From an optimization exercise on the open Yosys and OpenROAD flow, aimed at small area, a short achievable clock period and few clock cycles per item; shortcuts taken in it are not production practice.
No run shown here included a check of the RTL's function; only the layout flow was run.
Power and IR drop assume default switching activity.

<file path="design/flow/flow/run.sh">
#!/bin/bash
# Standard layout, with the I/O port buffers built from a small buffer cell
# instead of the delay cell buffer_ports picks on its own. Synthesis is the
# standard one (standard.sh synth), so the registers keep their names.
set -euo pipefail
bash standard.sh synth > synth.log 2>&1
bash standard.sh BUFFER_PORTS_ARGS="-buffer_cell sky130_fd_sc_hd__buf_2" finish > layout.log 2>&1
</file>
<file path="design/flow/standard.sh">
#!/bin/bash
# synth_recipe.tcl (not shown) runs the flow's synth.tcl, then flattens the netlist and writes it again
# the make line also repeats each setting of config.mk as NAME=value (left out here)
make -C /OpenROAD-flow-scripts/flow DESIGN_CONFIG=/design/flow/config.mk WORK_HOME=/design/flow/orfs CLKGATE_MAP_FILE= SYNTH_SCRIPT=/design/flow/synth_recipe.tcl "${@:-finish}"
</file>
<file path="design/flow/config.mk">
export PLATFORM = sky130hd
export DESIGN_NAME = uecp_frame_dec
export DESIGN_NICKNAME = uecp_frame_dec
export VERILOG_FILES = /design/flow/design.v
export SDC_FILE = /design/flow/constraint.sdc
export NUM_CORES = 4
export LEC_CHECK = 0
export CAP_MARGIN = 20
export CORE_MARGIN = 2
export CORE_UTILIZATION = 40
export SETUP_SLACK_MARGIN = 1.8
export SLEW_MARGIN = 20
</file>
<file path="design/flow/constraint.sdc">
create_clock -name core_clock -period 3.5 [get_ports {clk}]
set_input_delay 0.7000 -clock core_clock [delete_from_list [all_inputs] [get_ports {clk}]]
set_output_delay 0.7000 -clock core_clock [all_outputs]
set_load 0.01 [all_outputs]
</file>
<file path="design/flow/design.v">
module uecp_frame_dec (
    input  wire       clk,
    input  wire       rst,
    input  wire       in_valid,
    output wire       in_ready,
    input  wire [7:0] in_data,
    input  wire       in_last,
    output reg        res_valid,
    input  wire       res_ready,
    output reg  [2:0] res_status,
    output wire [9:0] res_site,
    output wire [5:0] res_enc,
    output wire [7:0] res_seq,
    output wire [7:0] res_mel,
    output wire [7:0] res_nelem
);
    localparam [2:0] ST_OK      = 3'd0;
    localparam [2:0] ST_UNKNOWN = 3'd1;
    localparam [2:0] ST_CRC     = 3'd2;
    localparam [2:0] ST_SHORT   = 3'd4;
    localparam [1:0] W_CODE  = 2'd0;   
    localparam [1:0] W_SKIPC = 2'd1;   
    localparam [1:0] W_SKIPL = 2'd2;   
    localparam [1:0] W_LEN   = 2'd3;   
    function [6:0] lut;
        input [7:0] b;
        input       off;
        reg c01, c02, c03, c07, c0A, c13, c1A, c16, c0D, c19, c1C, c2D, c17;
        begin
            c01 = off ? (b == 8'h04) : (b == 8'h01);
            c02 = off ? (b == 8'h05) : (b == 8'h02);
            c03 = off ? (b == 8'h06) : (b == 8'h03);
            c07 = off ? (b == 8'h0A) : (b == 8'h07);
            c0A = off ? (b == 8'h0D) : (b == 8'h0A);
            c13 = off ? (b == 8'h16) : (b == 8'h13);
            c1A = off ? (b == 8'h1D) : (b == 8'h1A);
            c16 = off ? (b == 8'h19) : (b == 8'h16);
            c0D = off ? (b == 8'h10) : (b == 8'h0D);
            c19 = off ? (b == 8'h1C) : (b == 8'h19);
            c1C = off ? (b == 8'h1F) : (b == 8'h1C);
            c2D = off ? (b == 8'h30) : (b == 8'h2D);
            c17 = off ? (b == 8'h1A) : (b == 8'h17);
            lut[6] = c16 | c19 | c1C;
            lut[5] = c2D | c17;
            lut[4] = c0A | c13 | c16;
            lut[3] = c02 | c0D;
            lut[2] = c01;
            lut[1] = c02 | c03 | c07 | c1A | c0A | c13;
            lut[0] = c03 | c07 | c1A | c16 | c19 | c1C;
        end
    endfunction
    function [15:0] crc_step;
        input [15:0] a_in;
        input [7:0]  c;
        reg   [15:0] a;
        begin
            a = {a_in[7:0], a_in[15:8]};
            a = a ^ {8'h00, c};
            a = a ^ {12'h000, a[7:4]};
            a = a ^ {a[3:0], 12'h000};
            a = a ^ {3'b000, a[7:0], 5'b00000};
            crc_step = a;
        end
    endfunction
    reg        rdy;           
    reg        first;         
    reg        esc;           
    reg  [7:0] u_r;           
    reg  [6:0] l_r;           
    reg        uz_r, u1_r;    
    reg        uv_r;          
    reg        end_r;         
    reg        one_r;         
    reg        endesc_r;      
    reg        rst_r;         
    reg        pend;          
    assign in_ready = rdy;
    wire accept = in_valid && rdy;
    wire mid    = !first && !in_last;
    always @(posedge clk) begin
        if (rst) begin
            first <= 1'b1;
            esc   <= 1'b0;
        end else if (accept) begin
            first <= in_last;
            esc   <= mid && !esc && (in_data == 8'hFD);
        end
    end
    always @(posedge clk)
        rst_r <= rst;
    wire end_nx = accept && in_last;
    always @(posedge clk) begin
        if (rst) begin
            uv_r  <= 1'b0;
            end_r <= 1'b0;
            one_r <= 1'b0;
        end else begin
            uv_r  <= accept && mid && (esc || in_data != 8'hFD);
            end_r <= end_nx;
            one_r <= end_nx && first;
        end
    end
    always @(posedge clk) begin
        u_r      <= esc ? (in_data + 8'hFD) : in_data;
        l_r      <= lut(in_data, esc);
        uz_r     <= esc ? (in_data == 8'h03) : (in_data == 8'h00);
        u1_r     <= esc ? (in_data == 8'h04) : (in_data == 8'h01);
        endesc_r <= esc;
    end
    wire u_go = uv_r;
    wire e_go = end_r;
    wire       lskip1 = l_r[6];
    wire       lv     = l_r[5] || l_r[3:0] != 4'd0;    
    wire       llen   = l_r[5];
    wire       lskipl = l_r[4];
    wire [3:0] lskip  = l_r[3:0];
    reg [15:0] crc;
    reg        crc_ok;        
    reg  [2:0] ph;            
    reg        inb;           
    reg  [7:0] addr_hi, addr_lo, seq, mel;
    reg  [6:0] nelem;         
    reg  [7:0] body_rem;
    reg  [1:0] wstate;
    reg        werr;
    reg  [7:0] skip;
    reg        skip1;         
    assign res_site  = {addr_hi, addr_lo[7:6]};
    assign res_enc   = addr_lo[5:0];
    assign res_seq   = seq;
    assign res_mel   = mel;
    assign res_nelem = {1'b0, nelem};
    reg [2:0] verdict;
    always @(*) begin
        if (endesc_r || ph < 3'd2)
            verdict = ST_SHORT;
        else if (!crc_ok)
            verdict = ST_CRC;
        else if (ph != 3'd6)
            verdict = ST_SHORT;
        else if (werr)
            verdict = ST_UNKNOWN;
        else if (wstate != W_CODE)
            verdict = ST_SHORT;
        else
            verdict = ST_OK;
    end
    wire ok  = !endesc_r && crc_ok && ph == 3'd6 && !werr && wstate == W_CODE;
    wire put_e = e_go && !one_r;           
    wire put_p = pend && !res_valid;       
    wire clr   = (put_e && !ok) || put_p;
    wire res_valid_nx = (res_valid && !res_ready) || put_e || put_p;
    wire pend_nx      = (pend && res_valid) || (e_go && one_r);
    wire first_nx     = accept ? in_last : first;
    wire rdy_nx       = first_nx ? !((pend_nx && res_valid_nx) || (end_nx && first))
                                 : !(res_valid_nx || end_nx || pend_nx);
    always @(posedge clk) begin
        if (rst) begin
            res_valid <= 1'b0;
            pend      <= 1'b0;
            rdy       <= 1'b1;
        end else begin
            res_valid <= res_valid_nx;
            pend      <= pend_nx;
            rdy       <= rdy_nx;
        end
    end
    always @(posedge clk)
        if (put_e || put_p)
            res_status <= put_e ? verdict : ST_SHORT;
    wire [15:0] crc_nx = crc_step(crc, u_r);
    always @(posedge clk) begin
        if (rst_r || e_go) begin
            crc    <= 16'hFFFF;
            crc_ok <= 1'b0;
            ph     <= 3'd0;
            inb    <= 1'b0;
        end else if (u_go) begin
            crc    <= crc_nx;
            crc_ok <= (crc_nx == 16'h1D0F);
            if (!ph[2] || (ph == 3'd4 && !inb) || ph == 3'd5)
                ph <= ph + 3'd1;
            if (ph == 3'd3)
                inb <= !uz_r;
            else if (inb && body_rem == 8'd1)
                inb <= 1'b0;
        end
    end
    always @(posedge clk) begin
        if (u_go) begin
            if (ph == 3'd3)
                body_rem <= u_r;
            else
                body_rem <= body_rem - 8'd1;
        end
    end
    always @(posedge clk) begin
        if (clr) begin
            addr_hi <= 8'd0;
            addr_lo <= 8'd0;
            seq     <= 8'd0;
            mel     <= 8'd0;
        end else if (u_go && !ph[2]) begin
            addr_hi <= addr_lo;
            addr_lo <= seq;
            seq     <= mel;
            mel     <= u_r;
        end
    end
    wire b_go = u_go && inb && !werr;
    always @(posedge clk) begin
        if (clr || (u_go && ph == 3'd3))
            nelem <= 7'd0;
        else if (b_go && ((wstate == W_SKIPC && skip1) || (wstate == W_LEN && uz_r)))
            nelem <= nelem + 7'd1;        
    end
    always @(posedge clk) begin
        if (rst_r || e_go) begin
            wstate <= W_CODE;
            werr   <= 1'b0;
        end else if (b_go) begin
            case (wstate)
                W_CODE: begin
                    if (!lv)
                        werr <= 1'b1;
                    else if (llen)
                        wstate <= W_LEN;
                    else
                        wstate <= lskipl ? W_SKIPL : W_SKIPC;
                end
                W_SKIPC, W_SKIPL: begin
                    if (skip1)
                        wstate <= (wstate == W_SKIPL) ? W_LEN : W_CODE;
                end
                W_LEN: begin
                    if (!uz_r)
                        wstate <= W_SKIPC;
                    else
                        wstate <= W_CODE;
                end
            endcase
        end
    end
    always @(posedge clk) begin
        if (b_go) begin
            case (wstate)
                W_CODE:  begin skip <= {4'd0, lskip}; skip1 <= lskip1;         end
                W_LEN:   begin skip <= u_r;           skip1 <= u1_r;           end
                default: begin skip <= skip - 8'd1;   skip1 <= (skip == 8'd2); end
            endcase
        end
    end
endmodule
</file>
==> summary.txt, run 1 <==
Yosys
  – Number of synthesized register bits: 109
  – Gate Count Post-Synth: 574
  – Ys Warns: 1
  – Post-Syn Area: approximately 5100 um2
  – Post-synth top flop: dfxtp_1
  – Post-synthesis async set-or-reset flop share: 0%
  – Register area share after synthesis: between 40% and 50%
  – Number of distinct library cells after synthesis: 55
  – Mean post-synth cell area: slightly below 9 um2
  – Number of flops mapped to enable cells by yosys: 20
  – Post-Syn Nets: ~610

Critical path
  – Startpoint Class: register
  – CP max FO: 4
  – R2R cell count: 4
  – Worst reg2reg path startpoint: body_rem[2]$_DFFE_PP_
  – Worst Setup Path Type: reg -> reg
  – CP endpoint kind: register
  – Worst path arrival time: between 1.5 and 2 ns
  – CP Data Required Time: ~3.7 ns
  – Worst R2R End: inb$_SDFFE_PP0P_
  – Flop-to-flop setup slack: around 1.8 ns

GRT
  – Largest net degree at the start of global routing: 33
  – Grt ovf: 0
  – Vias in the first global route: about 3800
  – First-pass GRT wire length: roughly 18000 um
  – Initial antenna violation count: 0
  – Gr usage total: between 10% and 20%

Clock tree
  – Root buf cell: clkbuf_16
  – Cts hold-fix bufs: 0
  – Worst-Skew Late Latency: 0.35 ns
  – CTS Buf Count: 9
  – Reg clk slew, reported paths: ~0.070 ns
  – Clk sinks: 109
  – Bufs on Longest Clock Path: 2
  – H-tree levels: 3
  – CTS tree: done

Die
  – Die Footprint: 13600 um2
  – FP Rows: around 40
  – Die H: ~120 um
  – IO Pins: a little under 60
  – Core area: 12500 um2
  – Initial Utilization: between 40% and 50%
  – Die Wd: 116 um

Pwr
  – Pwr per Cell Area: ~410 nW/um2
  – Maximum VDD drop: about 0.22 mV
  – Lkg Pwr: approximately 2.3 nW

Route
  – Final WL: approximately 11000 um
  – Iteration-0 DRC Markers: 264
  – Number of nets with antenna violations after routing: 0
  – DRC Markers: 0
  – Vias per cell: 5.11
  – TritonRoute pass-1 iters: 4
  – WL per Instance: 14.3 um
  – Routed via count: between 4000 and 5000

STA
  – Achievable Freq: roughly 580 MHz
  – Fin. Hold Viols: 0
  – Worst hold slack: approximately 0.45 ns
  – Fin crit share: 49.3%
  – Clk_skew: 0.00864 ns
  – Setup TNS Final: 0 ns
  – Slew @ Worst Pin: about 0.58 ns
  – RSZ-0062 raised after global routing: yes
  – Max Slew Vio Count: 0
  – Min Tclk post-route: ~1.7 ns
  – Slew headroom: roughly 61%
  – Finish-stage setup viols: 0

Min path
  – WHS Path Cells: 2
  – Hold Crit Class: reg -> reg
  – HP Start: addr_hi[7]$_SDFFE_PP0P_
  – Hold Crit Endpoint: addr_hi[7]$_SDFFE_PP0P_

Finish
  – N_diodes: 0
  – Layout cell share with drive strength beyond 1: roughly a fifth
  – Utilization after layout: between 40% and 50%
  – Area grow syn2layout: 20.1%
  – Final #Nets: 658
  – Design Area, Final: slightly above 6000 um2
  – Fillers: between 1000 and 1500

Place
  – Port Buffers: between 50 and 60
  – Detailed placement HPWL: a little under 8000 um
  – Placement-stage cell area: between 5000 and 6000 um2
  – RePlAce Congestion: 0.898

Flow run
  – Maxcap violations: 0

Status
  – Status: finished clean
[where the power goes]
| group | internal (mW) | leakage [nW] | switching, mW |
|---|---|---|---|
| combinational | 0.0642 | 1.24 | 0.0965 |
| clock | 0.545 | 0.147 | 0.450 |
| sequential | 1.29 | 0.894 | 0.0272 |
[synth_stat cells (all sizes together) (3+ instances only)]
library cell,instances,area share [%]
nand2,100,7.4
dfxtp,89,35
a21oi,53,5.2
nor2,45,3.3
xnor2,34,5.9
o21ai,26,2.6
inv,23,1.7
clkbuf,21,1.6
edfxtp,20,12
ha,18,4.5
xor2,16,2.8
nor3,12,1.3
nand2b,10,1.2
nand3,10,0.99
nor4,10,1.4
buf,9,0.82
a221oi,7,1.2
a31oi,7,0.87
mux2i,7,1.4
nand4,6,0.74
nor4b,6,1.2
nor2b,5,0.62
nor3b,4,0.59
and3,3,0.37
[critical path, cell delays in order (launching register included)]
cell      delay, ns
edfxtp_1       0.44
or4_4          0.53
or4_4          0.43
a31oi_1        0.15
nor2_1         0.06
[worst max-delay path by stage]
stage | startpoint | depth (start not counted) | endpoint
after floorplan | in_data[2] | 5 | u_r[7]$_DFF_P_
after global placement | ph[0]$_SDFFE_PP0P_ | 6 | mel[6]$_SDFFE_PP0P_
after detailed placement | uv_r$_SDFF_PP0_ | 4 | wstate[0]$_SDFFE_PP0P_
after CTS | uv_r$_SDFF_PP0_ | 5 | addr_lo[3]$_SDFFE_PP0P_
after global routing | body_rem[2]$_DFFE_PP_ | 4 | inb$_SDFFE_PP0P_
final | body_rem[2]$_DFFE_PP_ | 4 | inb$_SDFFE_PP0P_
[sequential cells by signal, indices dropped and copies added (netlist names), 8 cells and up]
signal and cells:
u_r 8, crc 16, skip 8, addr_hi 8
seq 8, body_rem 8, addr_lo 8, mel 8
[kinds of logic (layout without fill, tap and decap cells)]
| kind of cell | count (synthesis) | count (layout) | share of synthesized area [%] |
|---|---|---|---|
| simple gates | 222 | 222 | 20.9 |
| fa+ha+maj | 18 | 18 | 4.45 |
| xor+xnor | 50 | 50 | 8.66 |
| buf+inv | 53 | 110 | 4.08 |
| flops | 109 | 109 | 47.1 |
| other cells | 1 | 1 | 0.0741 |
| compound gates | 113 | 113 | 13.1 |
| mux | 8 | 8 | 1.61 |
[layout make-up]
type	count	area, um2	area share [%]
repair buffers	71	398	6.55
clock inverters	4	28.8	0.474
inverters	23	92.6	1.52
repair inverters	1	5.00	0.0824
multi-input cells	412	2680	44.0
clock buffers	11	264	4.35
flip-flops and latches	109	2390	39.4
well taps	172	215	3.54
[metal layers]
layer / track usage, % / vias up / share of wire (%)
met4: 4.60 / 0 / 0.93
met3: 4.57 / 9 / 4.5
li1: - / 2070 / -
met1: 22.3 / 1938 / 47
met2: 28.5 / 89 / 48
met5: 0 / - / 0
[layout by cell type, fill, tap and decap left out, types with 3 or more instances in the layout]
cell type,instances
inv_1,20
buf_4,17
nor4b_1,4
nor4_1,6
xor2_1,13
nand2b_1,10
a221oi_1,5
nand4_1,6
xnor2_1,31
nand2_1,98
a31oi_1,7
xor2_2,3
clkbuf_16,10
xnor2_2,3
edfxtp_1,20
nor2b_1,5
nor3b_1,4
nand3_1,9
ha_1,12
dfxtp_1,85
o21ai_0,25
mux2i_1,7
and3_1,3
dfxtp_4,3
a21oi_1,53
ha_2,4
nor2_1,42
buf_2,54
nor4_2,3
nor3_1,11
[through the flow]
stage / instances / power (mW) / worst slack [ns]
3_5_place_dp: 774 / 1.50 / 1.30
2_1_floorplan: 574 / 1.45 / 1.65
6_report: 803 / 2.48 / 1.78
3_3_place_gp: 774 / 1.50 / 1.39
5_1_grt: 803 / 2.56 / 1.75
4_1_cts: 796 / 2.50 / 1.71
[repair_timing]
action | CTS | global route
gates cloned | 0 | 1
endpoints found under the setup margin | 76 | 52
buffers inserted | 7 | 6
pin swaps | 4 | 8
resized for setup | 21 | 23
==> run 2, diff against run 1 <==
--- a/design/flow/config.mk
+++ b/design/flow/config.mk
@@ -9,4 +9,4 @@
 export CORE_MARGIN = 2
 export CORE_UTILIZATION = 40
-export SETUP_SLACK_MARGIN = 1.8
+export SETUP_SLACK_MARGIN = 1.85
 export SLEW_MARGIN = 20
==> run 2 against run 1 <==
Largest power group unchanged. Largest cell class unchanged. Register-to-register slack about the same. Non-clock buffer count rose by 8. Total power rose by 0.29%. Via count up 3.8%. Sequential share of layout area is 1.2 points lower. Sequential power barely moved. Still clean.
==> summary.txt, run 2 <==
Finish
  – Post-route insts no fill: 813 (+1.2%)
  – Layout cell share with drive strength beyond 1: 22.8% (+2.0 points)
  – Register Area: 2400 um2 (about the same)
  – Commonest non-fill, non-tap cell in the layout: nand2_1
  – Biggest register: crc
  – Area grow syn2layout: 23.8%
  – Design Area, Final: 6260 um2 (+3.1%)
  – Fillers: 1166 (-3.2%)
  – Multi-input logic area: 2780 um2 (+4.1%)
  – Max FFs per register: 16 (unchanged)
  – N_diodes: 0 (unchanged)
  – Final #Nets: 667 (+1.4%)
  – Utilization after layout: 50.2% (+1.5 points)
  – Commonest cells after routing, fill and taps aside: nand2_1 (98), dfxtp_1 (82), a21oi_1 (53), buf_2 (52), nor2_1 (44)

Pwr
  – Lkg Pwr: 2.38 nW (+4.4%)
  – Maximum VDD drop: 0.229 mV (+6.5%)
  – Total power: 2.48 mW (+0.29%)
  – Pwr per Cell Area: 396 nW/um2 (-2.8%)

Clock tree
  – Reg clk slew, reported paths: 0.08 ns (about the same)
  – Clk sinks: 109 (unchanged)
  – H-tree levels: 3 (unchanged)
  – CTS Buf Count: 9 (unchanged)
  – Root buf cell: clkbuf_16
  – CTS tree: done
  – Worst-Skew Late Latency: 0.36 ns (about the same)
  – Bufs on Longest Clock Path: 2 (unchanged)

Yosys
  – Fraction of post-synthesis cell area in the top cell type by area: 35.2% (unchanged)
  – Number of synthesized register bits: 109 (unchanged)
  – Post-synth top flop: dfxtp_1
  – Gate Count Post-Synth: 574 (unchanged)
  – Top area cells in the synthesized netlist: dfxtp_1 (35%), edfxtp_1 (12%), nand2_1 (7.4%), xnor2_1 (5.9%), a21oi_1 (5.2%)
  – Register area share after synthesis: 47.1% (unchanged)
  – Number of flops mapped to enable cells by yosys: 20 (unchanged)
  – Cell taking the most area after synthesis: dfxtp_1
  – Post-synthesis async set-or-reset flop share: 0% (unchanged)
  – Count leader, synth: nand2_1
  – Synth cell count leaders: nand2_1 (100), dfxtp_1 (89), a21oi_1 (53)
  – Ys Warns: 1 (unchanged)
  – Number of distinct library cells after synthesis: 55 (unchanged)
  – Post-Syn Nets: 605 (unchanged)
  – Post-Syn Area: 5060 um2 (unchanged)
  – Mean post-synth cell area: 8.81 um2 (unchanged)

Route
  – TritonRoute pass-1 iters: 7 (+3)
  – Routed via count: 4260 (+3.8%)
  – DRC Markers: 0 (unchanged)
  – Iteration-0 DRC Markers: 203 (-23%)
  – WL per Instance: 14.8 um (+3.7%)
  – Number of nets with antenna violations after routing: 0 (unchanged)
  – Vias per cell: 5.24 (+2.5%)
  – Final WL: 12000 um (+5.0%)

STA
  – Max Slew Vio Count: 0 (unchanged)
  – Fin crit share: 49.3% (+0.053 points)
  – Setup TNS Final: 0 ns (unchanged)
  – Achievable Freq: 579 MHz (-0.11%)
  – Slew headroom: 57.4% (-3.6 points)
  – Fin. Hold Viols: 0 (unchanged)
  – RSZ-0062 raised after global routing: yes
  – Finish-stage setup viols: 0 (unchanged)
  – Worst hold slack: 0.427 ns (-0.0238 ns)
  – Min Tclk post-route: 1.73 ns (+0.00184 ns)
  – Clk_skew: 0.00928 ns (+0.000639 ns)
  – Slew @ Worst Pin: 0.639 ns (+0.0558 ns)
  – Final worst slack: 1.77 ns (-0.00184 ns)

Critical path
  – CP endpoint kind: register
  – CP Data Required Time: 3.74 ns (about the same)
  – Worst Setup Path Type: reg -> reg
  – CP max FO: 3 (-1)
  – Worst path arrival time: 1.97 ns (about the same)
  – CP startpoint: body_rem[4]$_DFFE_PP_
  – Worst reg2reg path startpoint: body_rem[4]$_DFFE_PP_
  – R2R cell count: 4 (unchanged)
  – Startpoint Class: register

Die
  – IO Pins: 58 (unchanged)
  – Core area: 12500 um2 (unchanged)
  – Die H: 116 um (unchanged)
  – Die Footprint: 13600 um2 (unchanged)
  – Initial Utilization: 40.6% (unchanged)
  – FP Rows: 41 (unchanged)
  – Die Wd: 116 um (unchanged)

Place
  – Placed Cells: 776 (+0.26%)
  – Port Buffers: 56 (unchanged)
  – Pre-CTS setup slack: 1.35 ns (+0.0478 ns)
  – Detailed placement HPWL: 7910 um (about the same)
  – RePlAce Congestion: 0.872 (-2.9%)
  – Placement-stage cell area: 5510 um2 (+0.27%)

GRT
  – Gr usage total: 17.6% (+0.45 points)
  – Largest net degree at the start of global routing: 33 (unchanged)
  – First-pass GRT wire length: 18800 um (+3.7%)
  – Grt ovf: 0 (unchanged)
  – Initial antenna violation count: 0 (unchanged)
  – Vias in the first global route: 3849 (+1.7%)

Min path
  – WHS Path Cells: 0 (-2)
  – Hold Crit Class: reg -> reg
  – HP Start: esc$_SDFFE_PP0N_

Status
  – Status: finished clean

Flow run
  – Maxcap violations: 0 (unchanged)
[run 2: final cells by class]
| class | instances | share of cell area (%) |
|---|---|---|
| Timing Repair inverter | 1 | 0.0799 |
| Timing Repair Buffer | 79 | 7.65 |
| Tap cell | 172 | 3.44 |
| Multi-Input combinational cell | 413 | 44.4 |
| Clock inverter | 7 | 1.06 |
| Sequential cell | 109 | 38.3 |
| Clock buffer | 9 | 3.60 |
| Inverter | 23 | 1.48 |
[run 2: per-layer routing]
metal / global-route usage (%) / wire length (um)
met1: 23.2 / 5320
met2: 28.5 / 5800
met3: 2.65 / 601
met4: 8.57 / 311
met5: 0 / 0
[run 2: worst paths after layout]
| kind | end | slack (ns) |
|---|---|---|
| worst max-delay path | inb$_SDFFE_PP0P_ | 1.77 |
| worst min-delay path | endesc_r$_DFF_P_ | 0.43 |
| worst max register to register | inb$_SDFFE_PP0P_ | 1.77 |
| worst min register to register | endesc_r$_DFF_P_ | 0.43 |
[run 2: kinds of logic after synthesis]
family | synth area share, %
flip-flops | 47.1
adder cells (fa/ha/maj) | 4.45
AND/OR/NAND/NOR | 20.9
other | 0.0741
multiplexers | 1.61
AO/OA/AOI/OAI | 13.1
buffers and inverters | 4.08
XOR/XNOR | 8.66
[run 2: what timing repair did]
| item | 4_1_cts | 5_1_grt |
|---|---|---|
| buffers inserted | 7 | 12 |
| endpoints found under the setup margin | 70 | 64 |
| gates cloned | 0 | 2 |
| gates resized for setup | 30 | 31 |
| pin swaps | 0 | 6 |
| hold buffers | 0 | 0 |
[run 2: power by group]
group	switching, mW	internal [mW]
Clock	0.489	0.498
Combinational	0.101	0.0731
Sequential	0.0280	1.29
[run 2: worst max-delay path, cell delays in order (launching register included)]
cell and delay [ns]:
edfxtp_1 0.42, or4_4 0.56, or4_4 0.45, a31oi_4 0.14, nor2_1 0.05
==> run 3, diff against run 2 <==
--- a/design/flow/design.v
+++ b/design/flow/design.v
@@ -23,5 +23,5 @@
     localparam [1:0] W_SKIPL = 2'd2;   
     localparam [1:0] W_LEN   = 2'd3;   
-    function [6:0] lut;
+    function [5:0] lut;
         input [7:0] b;
         input       off;
@@ -41,5 +41,4 @@
             c2D = off ? (b == 8'h30) : (b == 8'h2D);
             c17 = off ? (b == 8'h1A) : (b == 8'h17);
-            lut[6] = c16 | c19 | c1C;
             lut[5] = c2D | c17;
             lut[4] = c0A | c13 | c16;
@@ -67,6 +66,6 @@
     reg        esc;           
     reg  [7:0] u_r;           
-    reg  [6:0] l_r;           
-    reg        uz_r, u1_r;    
+    reg  [5:0] l_r;           
+    reg        uz_r;          
     reg        uv_r;          
     reg        end_r;         
@@ -105,10 +104,8 @@
         l_r      <= lut(in_data, esc);
         uz_r     <= esc ? (in_data == 8'h03) : (in_data == 8'h00);
-        u1_r     <= esc ? (in_data == 8'h04) : (in_data == 8'h01);
         endesc_r <= esc;
     end
     wire u_go = uv_r;
     wire e_go = end_r;
-    wire       lskip1 = l_r[6];
     wire       lv     = l_r[5] || l_r[3:0] != 4'd0;    
     wire       llen   = l_r[5];
@@ -245,6 +242,6 @@
         if (b_go) begin
             case (wstate)
-                W_CODE:  begin skip <= {4'd0, lskip}; skip1 <= lskip1;         end
-                W_LEN:   begin skip <= u_r;           skip1 <= u1_r;           end
+                W_CODE:  begin skip <= {4'd0, lskip}; skip1 <= (lskip == 4'd1);       end
+                W_LEN:   begin skip <= u_r;           skip1 <= (u_r == 8'd1);       end
                 default: begin skip <= skip - 8'd1;   skip1 <= (skip == 8'd2); end
             endcase
--- a/design/flow/config.mk
+++ b/design/flow/config.mk
@@ -9,4 +9,4 @@
 export CORE_MARGIN = 2
 export CORE_UTILIZATION = 40
-export SETUP_SLACK_MARGIN = 1.85
+export SETUP_SLACK_MARGIN = 1.8
 export SLEW_MARGIN = 20
==> run 3 against run 2 <==
Total power fell by 2.6%. Non-clock buffer count shrank 11. Critical path depth rose by 1. Critical path type is now in -> reg. Largest cell class unchanged.
==> summary.txt, run 3 <==
Status
  – Status: finished clean

Clock tree
  – Clk sinks: 108 (-0.92%)
  – Bufs on Longest Clock Path: 2 (unchanged)
  – CTS tree: done
  – Worst-Skew Late Latency: 0.35 ns (about the same)
  – Cts hold-fix bufs: 0 (unchanged)
  – H-tree levels: 3 (unchanged)
  – Reg clk slew, reported paths: 0.07 ns (about the same)
  – Root buf cell: clkbuf_16
  – CTS Buf Count: 9 (unchanged)

Min path
  – Hold Crit Class: reg -> reg
  – WHS Path Cells: 2 (+2)
  – Hold Crit Endpoint: addr_hi[5]$_SDFFE_PP0P_
  – HP Start: addr_hi[5]$_SDFFE_PP0P_

Die
  – IO Pins: 58 (unchanged)
  – Die H: 117 um (+0.62%)
  – Initial Utilization: 40.8% (+0.19 points)
  – Die Wd: 117 um (+0.62%)
  – Die Footprint: 13700 um2 (+1.2%)
  – Core area: 12600 um2 (+0.82%)
  – FP Rows: 41 (unchanged)

Yosys
  – Gate Count Post-Synth: 577 (+0.52%)
  – Number of synthesized register bits: 108 (-0.92%)
  – Number of flops mapped to enable cells by yosys: 20 (unchanged)
  – Ys Warns: 1 (unchanged)
  – Synth cell count leaders: nand2_1 (99), dfxtp_1 (88), a21oi_1 (52)
  – Post-synth top flop: dfxtp_1
  – Fraction of post-synthesis cell area in the top cell type by area: 34.4% (-0.84 points)
  – Post-Syn Nets: 608 (+0.50%)
  – Post-synthesis async set-or-reset flop share: 0% (unchanged)
  – Cell taking the most area after synthesis: dfxtp_1
  – Mean post-synth cell area: 8.88 um2 (+0.76%)
  – Post-Syn Area: 5120 um2 (+1.3%)
  – Register area share after synthesis: 46.1% (-0.99 points)
  – Top area cells in the synthesized netlist: dfxtp_1 (34%), edfxtp_1 (12%), nand2_1 (7.3%), xnor2_1 (5.5%), a21oi_1 (5.1%)
  – Number of distinct library cells after synthesis: 55 (unchanged)
  – Count leader, synth: nand2_1

Finish
  – N_diodes: 0 (unchanged)
  – Max FFs per register: 16 (unchanged)
  – Biggest register: crc
  – Area grow syn2layout: 18.2%
  – Layout cell share with drive strength beyond 1: 19.2% (-3.6 points)
  – Commonest cells after routing, fill and taps aside: nand2_1 (97), dfxtp_1 (84), buf_2 (54), a21oi_1 (51), nor2_1 (44)
  – Commonest non-fill, non-tap cell in the layout: nand2_1
  – Post-route insts no fill: 803 (-1.2%)
  – Design Area, Final: 6060 um2 (-3.3%)
  – Final #Nets: 657 (-1.5%)
  – Fillers: 1195 (+2.5%)

Critical path
  – Worst Setup Path Type: in -> reg
  – R2R cell count: 7 (+3)
  – Flop-to-flop setup slack: 1.89 ns (+0.12 ns)
  – CP endpoint kind: register
  – Worst R2R End: wstate[1]$_SDFFE_PP0P_
  – Worst path arrival time: 1.93 ns (-0.04 ns)
  – Startpoint Class: primary input
  – CP Data Required Time: 3.78 ns (+0.04 ns)
  – CP max FO: 15 (+12)
  – Worst reg2reg path startpoint: wstate[1]$_SDFFE_PP0P_

GRT
  – Vias in the first global route: 3864 (+0.39%)
  – Largest net degree at the start of global routing: 33 (unchanged)
  – First-pass GRT wire length: 18500 um (-1.8%)
  – Gr usage total: 17.2% (-0.49 points)
  – Initial antenna violation count: 0 (unchanged)
  – Grt ovf: 0 (unchanged)

STA
  – Finish-stage setup viols: 0 (unchanged)
  – Achievable Freq: 608 MHz (+5.0%)
  – RSZ-0062 raised after global routing: yes
  – Worst hold slack: 0.455 ns (+0.0279 ns)
  – Slew headroom: 61.6% (+4.2 points)
  – Min Tclk post-route: 1.64 ns (-0.0817 ns)
  – Fin. Hold Viols: 0 (unchanged)
  – Fin crit share: 47.0% (-2.3 points)
  – Clk_skew: 0.0112 ns (+0.00189 ns)
  – Slew @ Worst Pin: 0.574 ns (-0.0648 ns)
  – Max Slew Vio Count: 0 (unchanged)
  – Final worst slack: 1.86 ns (+0.0817 ns)
  – Setup TNS Final: 0 ns (unchanged)

Route
  – Final WL: 11400 um (-5.2%)
  – DRC Markers: 0 (unchanged)
  – Iteration-0 DRC Markers: 226 (+11%)
  – WL per Instance: 14.2 um (-4.0%)
  – TritonRoute pass-1 iters: 5 (-2)
  – Number of nets with antenna violations after routing: 0 (unchanged)
  – Routed via count: 4171 (-2.1%)
  – Vias per cell: 5.19 (-0.87%)

Place
  – Placed Cells: 777 (+0.13%)
  – Port Buffers: 56 (unchanged)
  – Pre-CTS setup slack: 1.18 ns (-0.162 ns)
  – Placement-stage cell area: 5560 um2 (+0.95%)
  – Detailed placement HPWL: 7870 um (-0.44%)
  – RePlAce Congestion: 0.888 (+1.9%)

Pwr
  – Maximum VDD drop: 0.237 mV (+3.3%)
  – Lkg Pwr: 2.27 nW (-4.8%)
  – Pwr per Cell Area: 399 nW/um2 (+0.70%)

Flow run
  – Maxcap violations: 0 (unchanged)
[run 3: power by group]
| group | switching, mW | internal, mW | total [mW] |
|---|---|---|---|
| clock network | 0.456 | 0.487 | 0.943 |
| logic | 0.0981 | 0.0650 | 0.163 |
| registers | 0.0291 | 1.28 | 1.31 |
[run 3: routing by layer]
layer / global-route usage (%) / wire (um)
met5: 0 / 0
met1: 21.5 / 5180
met2: 29.2 / 5560
met4: 6.90 / 228
met3: 3.24 / 434
[run 3: timing repair]
item,4_1_cts,5_1_grt
gates resized for setup,22,12
buffers inserted,3,6
pin swaps,3,3
gates cloned,1,0
endpoints found under the setup margin,53,51
[run 3: how the worst max path moves through the flow]
stage                           start                endpoint  slack (ns)
4_1_cts        wstate[0]$_SDFFE_PP0P_  wstate[0]$_SDFFE_PP0P_        1.81
2_1_floorplan              in_data[5]          l_r[1]$_DFF_P_        1.75
3_3_place_gp               in_data[1]         uv_r$_SDFF_PP0_        1.17
6_report                   in_data[3]          u_r[7]$_DFF_P_        1.86
3_5_place_dp               in_data[1]         uv_r$_SDFF_PP0_        1.18
5_1_grt             skip[2]$_DFFE_PP_       skip[7]$_DFFE_PP_        1.79
[run 3: worst max-delay path: stages]
cell	delay, ns
buf_2	0.19
or3b_4	0.47
a211o_1	0.29
nor3_2	0.14
xor2_1	0.15
[run 3: metrics by stage]
stage	power [mW]	util, %
floorplan	1.45	-
global placement	1.49	44.3
detailed placement	1.50	44.3
CTS	2.44	47.4
global route	2.51	48.2
finish	2.42	48.2
[run 3: cells by family (layout without fill, tap and decap cells)]
logic type / count (synthesis) / after routing / synth area share (%)
xor+xnor: 53 / 53 / 9.50
compound gates: 113 / 113 / 13.2
mux: 10 / 10 / 1.98
simple gates: 223 / 223 / 20.7
flops: 108 / 108 / 46.1
fa+ha+maj: 18 / 18 / 4.40
other cells: 1 / 1 / 0.0732
buf+inv: 51 / 105 / 4.03
[run 3: final cells by class]
type | instances | area, um2 | area share (%)
Clock buffer | 9 | 225 | 3.72
Clock inverter | 7 | 47.5 | 0.785
Inverter | 20 | 83.8 | 1.38
Multi-Input combinational cell | 418 | 2730 | 45.1
Sequential cell | 108 | 2370 | 39.2
Tap cell | 172 | 215 | 3.55
Timing Repair Buffer | 68 | 375 | 6.20
Timing Repair inverter | 1 | 5.00 | 0.0826
==> run 4, diff against run 3 <==
--- a/design/flow/config.mk
+++ b/design/flow/config.mk
@@ -9,4 +9,4 @@
 export CORE_MARGIN = 2
 export CORE_UTILIZATION = 40
-export SETUP_SLACK_MARGIN = 1.8
+export SETUP_SLACK_MARGIN = 1.9
 export SLEW_MARGIN = 20
==> run 4 against run 3 <==
Still clean on timing, DRC and antenna. Total power grew 2.6%. Routed wire length grew 5.8%. Clock power up 4.2%. Synthesized area did not move. Combinational power grew 15%. Sequential cell count unchanged. Core utilization rose by 2.8 points. Worst setup slack better by 0.017 ns. Critical path type is now reg -> reg. Largest cell class unchanged.
==> summary.txt, run 4 <==
Die
  – FP Rows: 41 (unchanged)
  – Die Footprint: 13700 um2 (unchanged)
  – Die Wd: 117 um (unchanged)
  – Initial Utilization: 40.8% (unchanged)
  – IO Pins: 58 (unchanged)
  – Die H: 117 um (unchanged)
  – Core area: 12600 um2 (unchanged)

Finish
  – Commonest cells after routing, fill and taps aside: nand2_1 (97), dfxtp_1 (64), buf_2 (52), a21oi_1 (51), nor2_1 (44)
  – Fillers: 1151 (-3.7%)
  – Commonest non-fill, non-tap cell in the layout: nand2_1
  – Utilization after layout: 51.0% (+2.8 points)
  – Biggest register: crc
  – Final #Nets: 674 (+2.6%)
  – Multi-input logic area: 2870 um2 (+5.0%)
  – N_diodes: 0 (unchanged)
  – Register Area: 2400 um2 (+1.3%)
  – Max FFs per register: 16 (unchanged)
  – Area grow syn2layout: 25.1%
  – Layout cell share with drive strength beyond 1: 26.5% (+7.4 points)

GRT
  – Largest net degree at the start of global routing: 33 (unchanged)
  – Grt ovf: 0 (unchanged)
  – Gr usage total: 17.7% (+0.58 points)
  – First-pass GRT wire length: 19200 um (+4.0%)
  – Initial antenna violation count: 0 (unchanged)
  – Vias in the first global route: 4004 (+3.6%)

Critical path
  – CP Data Required Time: 3.78 ns (about the same)
  – CP endpoint kind: register
  – Worst Setup Path Type: reg -> reg
  – Worst path arrival time: 1.91 ns (-0.02 ns)
  – CP max FO: 5 (-10)
  – Startpoint Class: register

Clock tree
  – Root buf cell: clkbuf_16
  – CTS tree: done
  – Reg clk slew, reported paths: 0.07 ns (about the same)
  – Worst-Skew Late Latency: 0.35 ns (about the same)
  – H-tree levels: 3 (unchanged)
  – Bufs on Longest Clock Path: 2 (unchanged)
  – CTS Buf Count: 9 (unchanged)
  – Clk sinks: 108 (unchanged)

STA
  – Min Tclk post-route: 1.63 ns (-0.0169 ns)
  – Clk_skew: 0.00861 ns (-0.00256 ns)
  – Max Slew Vio Count: 0 (unchanged)
  – Fin crit share: 46.5% (-0.48 points)
  – Setup TNS Final: 0 ns (unchanged)
  – Finish-stage setup viols: 0 (unchanged)
  – RSZ-0062 raised after global routing: yes
  – Achievable Freq: 615 MHz (+1.0%)
  – Slew @ Worst Pin: 0.723 ns (+0.149 ns)
  – Final worst slack: 1.87 ns (+0.0169 ns)
  – Fin. Hold Viols: 0 (unchanged)
  – Slew headroom: 51.8% (-9.8 points)

Pwr
  – Pwr per Cell Area: 387 nW/um2 (-3.0%)
  – Maximum VDD drop: 0.287 mV (+21%)
  – Lkg Pwr: 2.41 nW (+6.2%)

Route
  – Number of nets with antenna violations after routing: 0 (unchanged)
  – Routed via count: 4271 (+2.4%)
  – DRC Markers: 0 (unchanged)
  – TritonRoute pass-1 iters: 5 (unchanged)
  – WL per Instance: 14.7 um (+3.6%)
  – Metal2 WL: 6030 um (+8.5%)
  – DR top layer: met4
  – Met1 Wirelength: 5310 um (+2.6%)
  – Wire length on met3: 529 um (+22%)
  – Vias per cell: 5.21 (+0.27%)
  – Final WL: 12100 um (+5.8%)
  – Iteration-0 DRC Markers: 293 (+30%)

Yosys
  – Post-synth top flop: dfxtp_1
  – Fraction of post-synthesis cell area in the top cell type by area: 34.4% (unchanged)
  – Register area share after synthesis: 46.1% (unchanged)
  – Top area cells in the synthesized netlist: dfxtp_1 (34%), edfxtp_1 (12%), nand2_1 (7.3%), xnor2_1 (5.5%), a21oi_1 (5.1%)
  – Post-Syn Nets: 608 (unchanged)
  – Number of flops mapped to enable cells by yosys: 20 (unchanged)
  – Gate Count Post-Synth: 577 (unchanged)
  – Synth cell count leaders: nand2_1 (99), dfxtp_1 (88), a21oi_1 (52)
  – Post-synthesis async set-or-reset flop share: 0% (unchanged)
  – Mean post-synth cell area: 8.88 um2 (unchanged)
  – Post-Syn Area: 5120 um2 (unchanged)
  – Number of synthesized register bits: 108 (unchanged)
  – Count leader, synth: nand2_1
  – Cell taking the most area after synthesis: dfxtp_1
  – Ys Warns: 1 (unchanged)
  – Number of distinct library cells after synthesis: 55 (unchanged)

Place
  – RePlAce Congestion: 0.931 (+4.9%)
  – Detailed placement HPWL: 8000 um (+1.6%)
  – Pre-CTS setup slack: 1.36 ns (+0.180 ns)
  – Port Buffers: 56 (unchanged)

Flow run
  – Maxcap violations: 0 (unchanged)

Min path
  – Hold Crit Class: reg -> reg

Status
  – Status: finished clean
## run 4: kinds of logic (layout without fill, tap and decap cells)
kind of cell	count (synthesis)	in the layout	synth area share, %
buffers and inverters	51	121	4.03
AO/OA/AOI/OAI	113	113	13.2
other	1	1	0.0732
multiplexers	10	10	1.98
XOR/XNOR	53	53	9.50
adder cells (fa/ha/maj)	18	18	4.40
flip-flops	108	108	46.1
AND/OR/NAND/NOR	223	224	20.7
## run 4: path summary, 6_finish.rpt
kind | slack [ns] | cells after the start | start | to
max | 1.87 | 4 | u_r[4]$_DFF_P_ | crc_ok$_SDFFE_PP0P_
min | 0.45 | 2 | addr_hi[3]$_SDFFE_PP0P_ | addr_hi[3]$_SDFFE_PP0P_
min reg2reg | 0.45 | 2 | addr_hi[3]$_SDFFE_PP0P_ | addr_hi[3]$_SDFFE_PP0P_
max reg2reg | 1.87 | 4 | u_r[4]$_DFF_P_ | crc_ok$_SDFFE_PP0P_
## run 4: critical path, stage by stage (launching register included)
cell and delay, ns:
dfxtp_1 0.58, xnor2_2 0.23, nand4_1 0.15, or4_1 0.46
o21ai_1 0.15
## run 4: layout make-up
type	instances	share of cell area, %
flip-flops and latches	108	37.5
repair inverters	1	0.0781
clock inverters	6	0.723
repair buffers	84	8.26
inverters	20	1.39
clock buffers	10	3.91
multi-input cells	419	44.8
well taps	172	3.36
## run 4: stage by stage
stage / area [um2] / hold WS, ns / cells / total power [mW]
floorplan: 5240 / 0.332 / 577 / 1.45
global placement: 5580 / 0.440 / 777 / 1.49
detailed placement: 5580 / 0.448 / 777 / 1.50
CTS: 6050 / 0.458 / 799 / 2.48
global route: 6410 / 0.474 / 820 / 2.59
finish: 6410 / 0.454 / 820 / 2.48
## run 4: where the power goes
part / internal, mW / switching, mW / total (mW) / leakage, nW
logic: 0.0824 / 0.105 / 0.187 / 1.37
registers: 1.28 / 0.0293 / 1.31 / 0.893
clock network: 0.531 / 0.452 / 0.983 / 0.145
## run 4: what timing repair did
action | 4_1_cts | 5_1_grt
endpoints found under the setup margin | 72 | 72
pin swaps | 5 | 11
buffers inserted | 5 | 20
hold buffers | 0 | 0
resized for setup | 31 | 57
gates cloned | 1 | 1
## run 4: layer usage
| layer | track usage (%) | up-vias |
|---|---|---|
| li1 | - | 2126 |
| met1 | 23.1 | 2031 |
| met2 | 29.3 | 100 |
| met3 | 3.66 | 14 |
| met4 | 6.20 | 0 |
| met5 | 0 | - |
==> run 5, diff against run 4 <==
--- a/design/flow/config.mk
+++ b/design/flow/config.mk
@@ -9,4 +9,4 @@
 export CORE_MARGIN = 2
 export CORE_UTILIZATION = 40
-export SETUP_SLACK_MARGIN = 1.9
+export SETUP_SLACK_MARGIN = 1.85
 export SLEW_MARGIN = 20
==> run 5 against run 4 <==
Worst hold slack worse by 0.0016 ns. Critical path depth is 1 higher. Clock power is 6% higher. Fmax is 1.1% higher. Non-clock buffer count is 11 lower. Total power is 1.6% higher. Critical path type is now in -> reg.
==> summary.txt, run 5 <==
Flow run
  – Maxcap violations: 0 (unchanged)

Yosys
  – Register area share after synthesis: 46.1% (unchanged)
  – Largest family of logic cells by synthesized area: simple AND/OR/NAND/NOR gates
  – Top area cells in the synthesized netlist: dfxtp_1 (34%), edfxtp_1 (12%), nand2_1 (7.3%), xnor2_1 (5.5%), a21oi_1 (5.1%)
  – Adder-Cell Fraction of Synth Area: 4.40% (unchanged)
  – Gate Count Post-Synth: 577 (unchanged)
  – Post-Synth XOR/XNOR Area: 9.50% (unchanged)
  – Fraction of post-synthesis cell area in the top cell type by area: 34.4% (unchanged)
  – Synth Area in Compound Gates: 13.2% (unchanged)
  – Number of flops mapped to enable cells by yosys: 20 (unchanged)
  – Post-synthesis async set-or-reset flop share: 0% (unchanged)
  – Number of distinct library cells after synthesis: 55 (unchanged)
  – Post-synthesis simple-gate area fraction: 20.7% (unchanged)
  – Post-Syn Area: 5120 um2 (unchanged)
  – Post-synth top flop: dfxtp_1
  – Number of synthesized register bits: 108 (unchanged)
  – Mux cell area share after synthesis: 1.98% (unchanged)
  – Synth cell count leaders: nand2_1 (99), dfxtp_1 (88), a21oi_1 (52)
  – Cell taking the most area after synthesis: dfxtp_1
  – Ys Warns: 1 (unchanged)
  – Mean post-synth cell area: 8.88 um2 (unchanged)
  – Post-Syn Nets: 608 (unchanged)
  – Count leader, synth: nand2_1

Critical path
  – Worst reg2reg path startpoint: wstate[1]$_SDFFE_PP0P_
  – Worst R2R End: wstate[0]$_SDFFE_PP0P_
  – Slowest cell on the critical path: nor4_4
  – CP max FO: 9 (+4)
  – Worst path arrival time: 1.86 ns (-0.05 ns)
  – Flop-to-flop setup slack: 1.91 ns (+0.04 ns)
  – Critical path, cell by cell: buf_2, nor4_4, a32oi_1, buf_4, o31ai_1
  – R2R cell count: 6 (+2)
  – CP bufs+invs: 2 (+2)
  – Critical path's top delay family: simple AND/OR/NAND/NOR gates
  – Worst path max stage delay: 0.44 ns (-0.14 ns)
  – CP endpoint kind: register
  – Worst Setup Path Type: in -> reg
  – Startpoint Class: primary input
  – CP Data Required Time: 3.75 ns (-0.03 ns)

STA
  – Fin crit share: 46.0% (-0.52 points)
  – Slew @ Worst Pin: 0.636 ns (-0.0873 ns)
  – Max Slew Vio Count: 0 (unchanged)
  – Setup TNS Final: 0 ns (unchanged)
  – Achievable Freq: 622 MHz (+1.1%)
  – Slew headroom: 57.6% (+5.8 points)
  – Finish-stage setup viols: 0 (unchanged)
  – RSZ-0062 raised after global routing: yes
  – Fin. Hold Viols: 0 (unchanged)
  – Min Tclk post-route: 1.61 ns (-0.0182 ns)
  – Clk_skew: 0.0114 ns (+0.00283 ns)

Finish
  – Area grow syn2layout: 21.3%
  – Utilization after layout: 49.4% (-1.6 points)
  – Final #Nets: 663 (-1.6%)
  – N_diodes: 0 (unchanged)
  – Multi-input logic area: 2790 um2 (-2.8%)
  – Commonest cells after routing, fill and taps aside: nand2_1 (97), dfxtp_1 (77), buf_2 (53), a21oi_1 (51), nor2_1 (44)
  – Post-route insts no fill: 809 (-1.3%)
  – Fillers: 1196 (+3.9%)
  – Layout cell share with drive strength beyond 1: 22.3% (-4.3 points)
  – Commonest non-fill, non-tap cell in the layout: nand2_1
  – Register Area: 2380 um2 (-0.99%)
  – Biggest register: crc
  – Max FFs per register: 16 (unchanged)

Die
  – Die Wd: 117 um (unchanged)
  – IO Pins: 58 (unchanged)
  – Die Footprint: 13700 um2 (unchanged)
  – Initial Utilization: 40.8% (unchanged)
  – Core area: 12600 um2 (unchanged)
  – FP Rows: 41 (unchanged)
  – Die H: 117 um (unchanged)

Pwr
  – Internal power: 1.92 mW (+1.2%)
  – Comb pwr share: 6.8% (-0.7 points)
  – Lkg Pwr: 2.34 nW (-3.0%)
  – Maximum VDD drop: 0.225 mV (-22%)
  – Pwr per Cell Area: 406 nW/um2 (+4.8%)
  – Total power: 2.52 mW (+1.6%)
  – Switch Pwr: 0.603 mW (+2.9%)
  – Sequential Power Share: 52.1% (-0.7 points)
  – Sw Share: 23.9% (+0.30 points)
  – Clock Power Share: 41.1% (+1.5 points)

Route
  – Final WL: 11900 um (-1.5%)
  – Number of nets with antenna violations after routing: 0 (unchanged)
  – Iteration-0 DRC Markers: 242 (-17%)
  – WL per Instance: 14.7 um (-0.11%)
  – TritonRoute pass-1 iters: 4 (-1)
  – Routed via count: 4173 (-2.3%)
  – DRC Markers: 0 (unchanged)
  – Vias per cell: 5.16 (-0.97%)

Clock tree
  – Reg clk slew, reported paths: 0.08 ns (about the same)
  – H-tree levels: 3 (unchanged)
  – Root buf cell: clkbuf_16
  – CTS tree: done
  – Worst-Skew Late Latency: 0.35 ns (about the same)
  – Cts hold-fix bufs: 0 (unchanged)
  – CTS Buf Count: 9 (unchanged)
  – Bufs on Longest Clock Path: 2 (unchanged)
  – Clk sinks: 108 (unchanged)

GRT
  – Initial antenna violation count: 0 (unchanged)
  – Gr usage total: 17.2% (-0.56 points)
  – Largest net degree at the start of global routing: 33 (unchanged)
  – Vias in the first global route: 3840 (-4.1%)
  – First-pass GRT wire length: 18600 um (-3.2%)
  – Grt ovf: 0 (unchanged)

Status
  – Status: finished clean

Min path
  – HP Start: addr_hi[5]$_SDFFE_PP0P_
  – WHS Path Cells: 2 (unchanged)
  – Hold Crit Endpoint: addr_hi[5]$_SDFFE_PP0P_
  – Hold Crit Class: reg -> reg

Place
  – Placed Cells: 777 (unchanged)
  – RePlAce Congestion: 0.888 (-4.7%)
  – Detailed placement HPWL: 7970 um (-0.36%)
  – Port Buffers: 56 (unchanged)
[run 5: cell type report]
cell class                      count  area share, %
Clock buffer                        9           3.63
Clock inverter                      7           1.29
Inverter                           20           1.35
Multi-Input combinational cell    419           44.9
Sequential cell                   108           38.3
Tap cell                          172           3.46
Timing Repair Buffer               73           7.01
Timing Repair inverter              1         0.0806
[run 5: what timing repair did]
item                                    in CTS  in global routing
pin swaps                                    4                  9
resized for setup                           20                 31
endpoints found under the setup margin      75                 62
setup buffers                                2                 12
cloned                                       1                  1
[run 5: per-layer routing]
layer  part of all wire [%]  track usage, %  up-vias
met4                    2.0            6.82        0
met2                     50            29.0       81
met5                      0               0        -
met3                    3.5            3.14       14
met1                     45            21.8     1977
li1                       -               -     2101
[run 5: power by group through the flow]
stage	registers, mW	logic [mW]	clock network (mW)
after floorplan	1.33	0.116	0
after global placement	1.34	0.154	0
after detailed placement	1.34	0.157	0
after CTS	1.31	0.161	1.06
after global routing	1.32	0.189	1.11
final	1.31	0.171	1.04
[run 5: tightest hold or removal path, cell delays in order (launching register included)]
cell,delay (ns)
dfxtp_1,0.31
nand2_1,0.05
a21oi_1,0.05
[run 5: worst max path at each step]
stage | cells after the start | start | slack, ns | endpoint
2_1_floorplan | 5 | in_data[5] | 1.75 | l_r[1]$_DFF_P_
3_3_place_gp | 6 | in_data[1] | 1.33 | uv_r$_SDFF_PP0_
3_5_place_dp | 5 | wstate[0]$_SDFFE_PP0P_ | 1.32 | mel[6]$_SDFFE_PP0P_
4_1_cts | 5 | uv_r$_SDFF_PP0_ | 1.77 | nelem[6]$_SDFFE_PP0P_
5_1_grt | 4 | skip[4]$_DFFE_PP_ | 1.81 | skip[7]$_DFFE_PP_
6_report | 5 | in_data[4] | 1.89 | l_r[4]$_DFF_P_
[run 5: logic make-up (layout without fill, tap and decap cells)]
family	count (synthesis)	count (layout)
AND/OR/NAND/NOR	223	224
AO/OA/AOI/OAI	113	113
flip-flops	108	108
XOR/XNOR	53	53
buffers and inverters	51	110
adder cells (fa/ha/maj)	18	18
multiplexers	10	10
other	1	1
[run 5: metrics by stage]
step           hold WS [ns]  setup slack (ns)  cell area (um2)
2_1_floorplan         0.332              1.75             5230
3_3_place_gp          0.439              1.33             5560
3_5_place_dp          0.446              1.32             5560
4_1_cts               0.456              1.77             5970
5_1_grt               0.469              1.81             6210
6_report              0.452              1.89             6210
==> run 6, diff against run 5 <==
--- a/design/flow/config.mk
+++ b/design/flow/config.mk
@@ -8,5 +8,5 @@
 export CAP_MARGIN = 20
 export CORE_MARGIN = 2
-export CORE_UTILIZATION = 40
+export CORE_UTILIZATION = 35
 export SETUP_SLACK_MARGIN = 1.85
 export SLEW_MARGIN = 20
==> run 6 against run 5 <==
Synthesized cell count unchanged. Sequential power barely moved. Worst setup slack worse by 0.025 ns. Core utilization shrank 7.3 points. Routed wire length is 1.1% lower. Die area grew 14%. Critical path depth up 1. Synthesized area unchanged. Highest routed layer unchanged. Sequential share of layout area up 0.83 points.
==> summary.txt, run 6 <==
Clock tree
  – Root buf cell: clkbuf_16
  – Reg clk slew, reported paths: 0.08 ns (about the same)
  – CTS Buf Count: 9 (unchanged)
  – Worst-Skew Late Latency: 0.35 ns (about the same)
  – H-tree levels: 3 (unchanged)
  – Cts hold-fix bufs: 0 (unchanged)
  – Bufs on Longest Clock Path: 2 (unchanged)
  – Clk sinks: 108 (unchanged)
  – CTS tree: done

Critical path
  – Worst path max stage delay: 0.36 ns (-0.08 ns)
  – CP max FO: 15 (+6)
  – Critical path, cell by cell: inv_1, ha_4, nor2b_1, a311oi_4, mux2i_1, nor2_1
  – Slowest cell on the critical path: dfxtp_2
  – CP Data Required Time: 3.72 ns (-0.03 ns)
  – Startpoint Class: register
  – Worst path arrival time: 1.86 ns (about the same)
  – Worst Setup Path Type: reg -> reg
  – CP endpoint kind: register

Finish
  – Area grow syn2layout: 18.5%
  – Fillers: 1432 (+20%)
  – Utilization after layout: 42.1% (-7.3 points)
  – Max FFs per register: 16 (unchanged)
  – Commonest cells after routing, fill and taps aside: nand2_1 (97), dfxtp_1 (79), buf_2 (54), a21oi_1 (51), nor2_1 (44)
  – Final #Nets: 651 (-1.8%)
  – Multi-input logic area: 2750 um2 (-1.3%)
  – Commonest non-fill, non-tap cell in the layout: nand2_1
  – Biggest register: crc
  – Design Area, Final: 6070 um2 (-2.2%)
  – Layout cell share with drive strength beyond 1: 20.3% (-2.0 points)
  – Register Area: 2380 um2 (-0.11%)
  – N_diodes: 0 (unchanged)

Route
  – DRC Markers: 0 (unchanged)
  – WL per Instance: 14.5 um (-1.1%)
  – Vias per cell: 5.10 (-1.2%)
  – Routed via count: 4122 (-1.2%)
  – Iteration-0 DRC Markers: 282 (+17%)
  – TritonRoute pass-1 iters: 4 (unchanged)
  – Final WL: 11800 um (-1.1%)
  – Number of nets with antenna violations after routing: 0 (unchanged)

Min path
  – Hold Crit Class: reg -> reg

STA
  – Setup TNS Final: 0 ns (unchanged)
  – Slew headroom: 62.3% (+4.6 points)
  – Achievable Freq: 612 MHz (-1.5%)
  – RSZ-0062 raised after global routing: yes
  – Clk_skew: 0.0101 ns (-0.00130 ns)
  – Fin. Hold Viols: 0 (unchanged)
  – Slew @ Worst Pin: 0.564 ns (-0.0716 ns)
  – Finish-stage setup viols: 0 (unchanged)
  – Max Slew Vio Count: 0 (unchanged)
  – Final worst slack: 1.87 ns (-0.0250 ns)
  – Fin crit share: 46.7% (+0.71 points)
  – Min Tclk post-route: 1.63 ns (+0.0250 ns)

Yosys
  – Ys Warns: 1 (unchanged)
  – Gate Count Post-Synth: 577 (unchanged)
  – Post-Syn Area: 5120 um2 (unchanged)
  – Register area share after synthesis: 46.1% (unchanged)
  – Post-Syn Nets: 608 (unchanged)
  – Top area cells in the synthesized netlist: dfxtp_1 (34%), edfxtp_1 (12%), nand2_1 (7.3%), xnor2_1 (5.5%), a21oi_1 (5.1%)
  – Post-synth top flop: dfxtp_1
  – Post-synthesis async set-or-reset flop share: 0% (unchanged)
  – Number of flops mapped to enable cells by yosys: 20 (unchanged)
  – Number of synthesized register bits: 108 (unchanged)
  – Number of distinct library cells after synthesis: 55 (unchanged)
  – Fraction of post-synthesis cell area in the top cell type by area: 34.4% (unchanged)
  – Synth cell count leaders: nand2_1 (99), dfxtp_1 (88), a21oi_1 (52)
  – Cell taking the most area after synthesis: dfxtp_1
  – Count leader, synth: nand2_1
  – Mean post-synth cell area: 8.88 um2 (unchanged)

Place
  – Port Buffers: 56 (unchanged)
  – Pre-CTS setup slack: 1.34 ns (+0.0234 ns)
  – Placement-stage cell area: 5570 um2 (+0.13%)
  – Detailed placement HPWL: 8020 um (+0.65%)
  – RePlAce Congestion: 0.790 (-11%)

Die
  – Die Footprint: 15600 um2 (+14%)
  – FP Rows: 44 (+7.3%)
  – Die Wd: 125 um (+6.7%)
  – Die H: 125 um (+6.7%)
  – Initial Utilization: 35.5% (-5.2 points)
  – IO Pins: 58 (unchanged)
  – Core area: 14400 um2 (+15%)

Flow run
  – Maxcap violations: 0 (unchanged)

GRT
  – Gr usage total: 14.9% (-2.3 points)
  – First-pass GRT wire length: 19300 um (+3.5%)
  – Initial antenna violation count: 0 (unchanged)
  – Largest net degree at the start of global routing: 33 (unchanged)
  – Vias in the first global route: 3887 (+1.2%)
  – Grt ovf: 0 (unchanged)

Pwr
  – Pwr per Cell Area: 403 nW/um2 (-0.65%)
  – Total power: 2.45 mW (-2.9%)
  – Maximum VDD drop: 0.242 mV (+7.4%)
  – Lkg Pwr: 2.27 nW (-3.0%)

Status
  – Status: finished clean
run 6: power by group:
group	total, mW	switching [mW]	internal (mW)	leakage, nW
clock network	0.972	0.477	0.495	0.143
logic	0.165	0.0999	0.0650	1.24
registers	1.31	0.0287	1.28	0.884
total	2.45	0.605	1.84	2.27
run 6: repair_timing:
action                                  CTS  global route
gates cloned                              1             0
endpoints found under the setup margin   65            55
resized for setup                        24            19
setup buffers                             3             1
pin swaps                                 2             2
endpoints found under the hold margin     0             0
run 6: cell type report:
| class | count | share of cell area [%] |
|---|---|---|
| sequential | 108 | 39.1 |
| multi-input combinational | 418 | 45.3 |
| clock inverter | 7 | 0.948 |
| clock buffer | 9 | 3.71 |
| tap | 184 | 3.79 |
| timing repair inverter | 1 | 0.0824 |
| inverter | 20 | 1.38 |
| timing repair buffer | 62 | 5.65 |
run 6: path summary, 6_finish.rpt:
kind | start | to | slack [ns] | depth (start not counted)
setup / recovery | wstate[0]$_SDFFE_PP0P_ | wstate[1]$_SDFFE_PP0P_ | 1.87 | 6
hold reg to reg | addr_hi[7]$_SDFFE_PP0P_ | addr_hi[7]$_SDFFE_PP0P_ | 0.45 | 2
setup reg to reg | wstate[0]$_SDFFE_PP0P_ | wstate[1]$_SDFFE_PP0P_ | 1.87 | 6
hold / removal | addr_hi[7]$_SDFFE_PP0P_ | addr_hi[7]$_SDFFE_PP0P_ | 0.45 | 2
run 6: logic make-up (layout without fill, tap and decap cells):
family | count (synthesis) | in the layout | share of synthesized area [%]
XOR/XNOR | 53 | 53 | 9.50
other | 1 | 1 | 0.0732
buffers and inverters | 51 | 99 | 4.03
adder cells (fa/ha/maj) | 18 | 18 | 4.40
AO/OA/AOI/OAI | 113 | 113 | 13.2
flip-flops | 108 | 108 | 46.1
AND/OR/NAND/NOR | 223 | 223 | 20.7
multiplexers | 10 | 10 | 1.98
run 6: metrics by stage:
| stage | std cells | hold WS [ns] |
|---|---|---|
| finish | 809 | 0.453 |
| global route | 809 | 0.481 |
| CTS | 808 | 0.454 |
| detailed placement | 788 | 0.444 |
| global placement | 788 | 0.440 |
| floorplan | 577 | 0.332 |
run 6: routing by layer:
metal,wire [um],part of all wire (%),GRT usage (%)
met5,0,0,0
met4,93,0.79,3.86
met3,657,5.6,3.29
met2,5460,46,24.8
met1,5550,47,19.7
run 6: critical path, delay by kind of cell, from the launching register on:
kind	cells	cell delay [ns]
flops	1	0.36
fa+ha+maj	1	0.32
compound gates	1	0.28
mux	1	0.23
simple gates	2	0.22
buf+inv	1	0.09
==> run 7, diff against run 6 <==
--- a/design/flow/config.mk
+++ b/design/flow/config.mk
@@ -8,5 +8,6 @@
 export CAP_MARGIN = 20
 export CORE_MARGIN = 2
-export CORE_UTILIZATION = 35
+export CORE_UTILIZATION = 40
+export GPL_TIMING_DRIVEN = 0
 export SETUP_SLACK_MARGIN = 1.85
 export SLEW_MARGIN = 20
==> run 7 against run 6 <==
Routed wire length fell by 0.69%. Sequential share of layout area shrank 1.1 points. Combinational power increased by 8%. Largest cell class unchanged. Cell area is 3.0% higher. Worst hold slack lost 0.087 ns. Largest power group unchanged. Worst setup slack gained 0.0054 ns. Core utilization increased by 7.7 points. Still clean.
==> summary.txt, run 7 <==
Critical path
  – CP endpoint kind: register
  – Worst path max stage delay: 0.23 ns (-0.13 ns)
  – Slowest cell on the critical path: and3b_2
  – Startpoint Class: primary input
  – CP bufs+invs: 3 (+2)
  – CP startpoint: in_data[0]
  – Worst Setup Path Type: in -> reg
  – Critical path, cell by cell: buf_4, clkbuf_16, inv_6, ha_4, and3b_2, a41o_1, a32oi_1, o31ai_1
  – CP max FO: 5 (-10)
  – Worst path arrival time: 1.85 ns (about the same)
  – Worst reg2reg path startpoint: wstate[0]$_SDFFE_PP0P_
  – Critical path's top delay family: compound AO/OA/AOI/OAI gates
  – CP Data Required Time: 3.72 ns (about the same)

Die
  – IO Pins: 58 (unchanged)
  – Die H: 117 um (-6.2%)
  – Die Footprint: 13700 um2 (-12%)
  – FP Rows: 41 (-6.8%)
  – Initial Utilization: 40.8% (+5.2 points)
  – Core area: 12600 um2 (-13%)
  – Die Wd: 117 um (-6.2%)

STA
  – Slew @ Worst Pin: 0.506 ns (-0.0578 ns)
  – Clk_skew: 0.00880 ns (-0.00134 ns)
  – RSZ-0062 raised after global routing: yes
  – Max Slew Vio Count: 0 (unchanged)
  – Setup TNS Final: 0 ns (unchanged)
  – Min Tclk post-route: 1.63 ns (-0.00540 ns)
  – Final worst slack: 1.87 ns (+0.00540 ns)
  – Achievable Freq: 614 MHz (+0.33%)
  – Fin. Hold Viols: 0 (unchanged)
  – Finish-stage setup viols: 0 (unchanged)
  – Fin crit share: 46.5% (-0.15 points)
  – Slew headroom: 66.2% (+4.0 points)
  – Worst hold slack: 0.366 ns (-0.0873 ns)

Clock tree
  – Clk sinks: 108 (unchanged)
  – H-tree levels: 3 (unchanged)
  – Root buf cell: clkbuf_16
  – CTS tree: done
  – Bufs on Longest Clock Path: 2 (unchanged)
  – Cts hold-fix bufs: 0 (unchanged)
  – Worst-Skew Late Latency: 0.34 ns (about the same)
  – Reg clk slew, reported paths: 0.07 ns (about the same)
  – CTS Buf Count: 9 (unchanged)

Place
  – Port Buffers: 53 (-5.4%)
  – RePlAce Congestion: 0.892 (+13%)
  – Placement-stage cell area: 5710 um2 (+2.4%)
  – Detailed placement HPWL: 8610 um (+7.4%)
  – Pre-CTS setup slack: 1.48 ns (+0.138 ns)

Yosys
  – Register area share after synthesis: 46.1% (unchanged)
  – Fraction of post-synthesis cell area in the top cell type by area: 34.4% (unchanged)
  – Gate Count Post-Synth: 577 (unchanged)
  – Top area cells in the synthesized netlist: dfxtp_1 (34%), edfxtp_1 (12%), nand2_1 (7.3%), xnor2_1 (5.5%), a21oi_1 (5.1%)
  – Post-Syn Area: 5120 um2 (unchanged)
  – Number of synthesized register bits: 108 (unchanged)
  – Number of flops mapped to enable cells by yosys: 20 (unchanged)
  – Post-synth top flop: dfxtp_1
  – Post-synthesis async set-or-reset flop share: 0% (unchanged)
  – Mean post-synth cell area: 8.88 um2 (unchanged)
  – Cell taking the most area after synthesis: dfxtp_1
  – Count leader, synth: nand2_1
  – Ys Warns: 1 (unchanged)
  – Post-Syn Nets: 608 (unchanged)
  – Number of distinct library cells after synthesis: 55 (unchanged)
  – Synth cell count leaders: nand2_1 (99), dfxtp_1 (88), a21oi_1 (52)

Pwr
  – Lkg Pwr: 2.41 nW (+6.3%)
  – Pwr per Cell Area: 405 nW/um2 (+0.45%)
  – Maximum VDD drop: 0.310 mV (+28%)
  – Total power: 2.53 mW (+3.5%)

Status
  – Status: finished clean

Finish
  – Biggest register: crc
  – Register Area: 2380 um2 (+0.11%)
  – Commonest non-fill, non-tap cell in the layout: nand2_1
  – Final #Nets: 679 (+4.3%)
  – Area grow syn2layout: 22.1%
  – Fillers: 1199 (-16%)
  – Max FFs per register: 16 (unchanged)
  – Layout cell share with drive strength beyond 1: 21.9% (+1.6 points)
  – Multi-input logic area: 2720 um2 (-1.3%)
  – Commonest cells after routing, fill and taps aside: nand2_1 (98), dfxtp_1 (79), buf_2 (56), a21oi_1 (51), nor2_1 (45)
  – Design Area, Final: 6260 um2 (+3.0%)
  – N_diodes: 0 (unchanged)

Flow run
  – Maxcap violations: 0 (unchanged)

Route
  – TritonRoute pass-1 iters: 4 (unchanged)
  – DRC Markers: 0 (unchanged)
  – Number of nets with antenna violations after routing: 0 (unchanged)
  – Iteration-0 DRC Markers: 220 (-22%)
  – Final WL: 11700 um (-0.69%)
  – Vias per cell: 5.13 (+0.59%)
  – Routed via count: 4223 (+2.5%)
  – WL per Instance: 14.2 um (-2.5%)

GRT
  – Initial antenna violation count: 0 (unchanged)
  – Vias in the first global route: 3969 (+2.1%)
  – Largest net degree at the start of global routing: 18 (-45%)
  – First-pass GRT wire length: 19200 um (-0.33%)
  – Grt ovf: 0 (unchanged)
  – Gr usage total: 17.6% (+2.8 points)

Min path
  – HP Start: esc$_SDFFE_PP0N_
  – Hold Crit Class: reg -> reg
-- run 7: where the power goes --
part / internal, mW / switching, mW / leakage [nW]
logic: 0.0781 / 0.101 / 1.37
clock network: 0.599 / 0.446 / 0.152
registers: 1.28 / 0.0271 / 0.885
total: 1.96 / 0.574 / 2.41
-- run 7: path summary, 6_finish.rpt --
kind / to / slack (ns) / cells past startpoint
setup / recovery: l_r[4]$_DFF_P_ / 1.87 / 8
hold / removal: endesc_r$_DFF_P_ / 0.37 / 0
setup reg to reg: wstate[1]$_SDFFE_PP0P_ / 1.90 / 6
hold reg to reg: endesc_r$_DFF_P_ / 0.37 / 0
-- run 7: worst reg2reg max path, cell delays in order, from the launching register on --
cell and delay (ns):
dfxtp_4 0.36, inv_1 0.12, ha_4 0.24, nor2b_1 0.14, a311oi_2 0.35, mux2i_1 0.23, nor2_1 0.05
-- run 7: layer usage --
layer  track usage [%]  part of all wire, %
met4              5.41                  1.1
met5                 0                    0
met2              29.4                   50
met3              3.14                  3.9
met1              23.4                   45
-- run 7: cell type report --
type	instances	area share, %
plain buffers	31	3.70
multi-input cells	418	43.4
repair buffers	60	5.22
inverters	20	1.28
well taps	172	3.44
clock inverters	4	0.860
clock buffers	11	4.06
flip-flops and latches	108	38.0
-- run 7: kinds of logic after synthesis --
kind of cell / synth area share [%]
compound gates: 13.2
simple gates: 20.7
other cells: 0.0732
buf+inv: 4.03
mux: 1.98
xor+xnor: 9.50
flops: 46.1
fa+ha+maj: 4.40
-- run 7: timing repair --
item / 4_1_cts / 5_1_grt
resized for setup: 27 / 38
setup endpoints to repair: 72 / 66
gates cloned: 0 / 0
setup buffers: 2 / 5
pin swaps: 2 / 5
-- run 7: per-stage QoR --
step	util, %	cells
floorplan	-	577
global placement	45.4	802
detailed placement	45.4	802
CTS	48.7	819
global route	49.8	824
finish	49.8	824

Re-timed with assumed drivers on the ports (clkbuf_16 on the clock, buf_2 on other inputs), run 7 has 1.873 ns of setup slack against 1.871 ns with ideal ports, and 1.511 ns once port delays also move by the mid clock arrival of 0.376 ns.
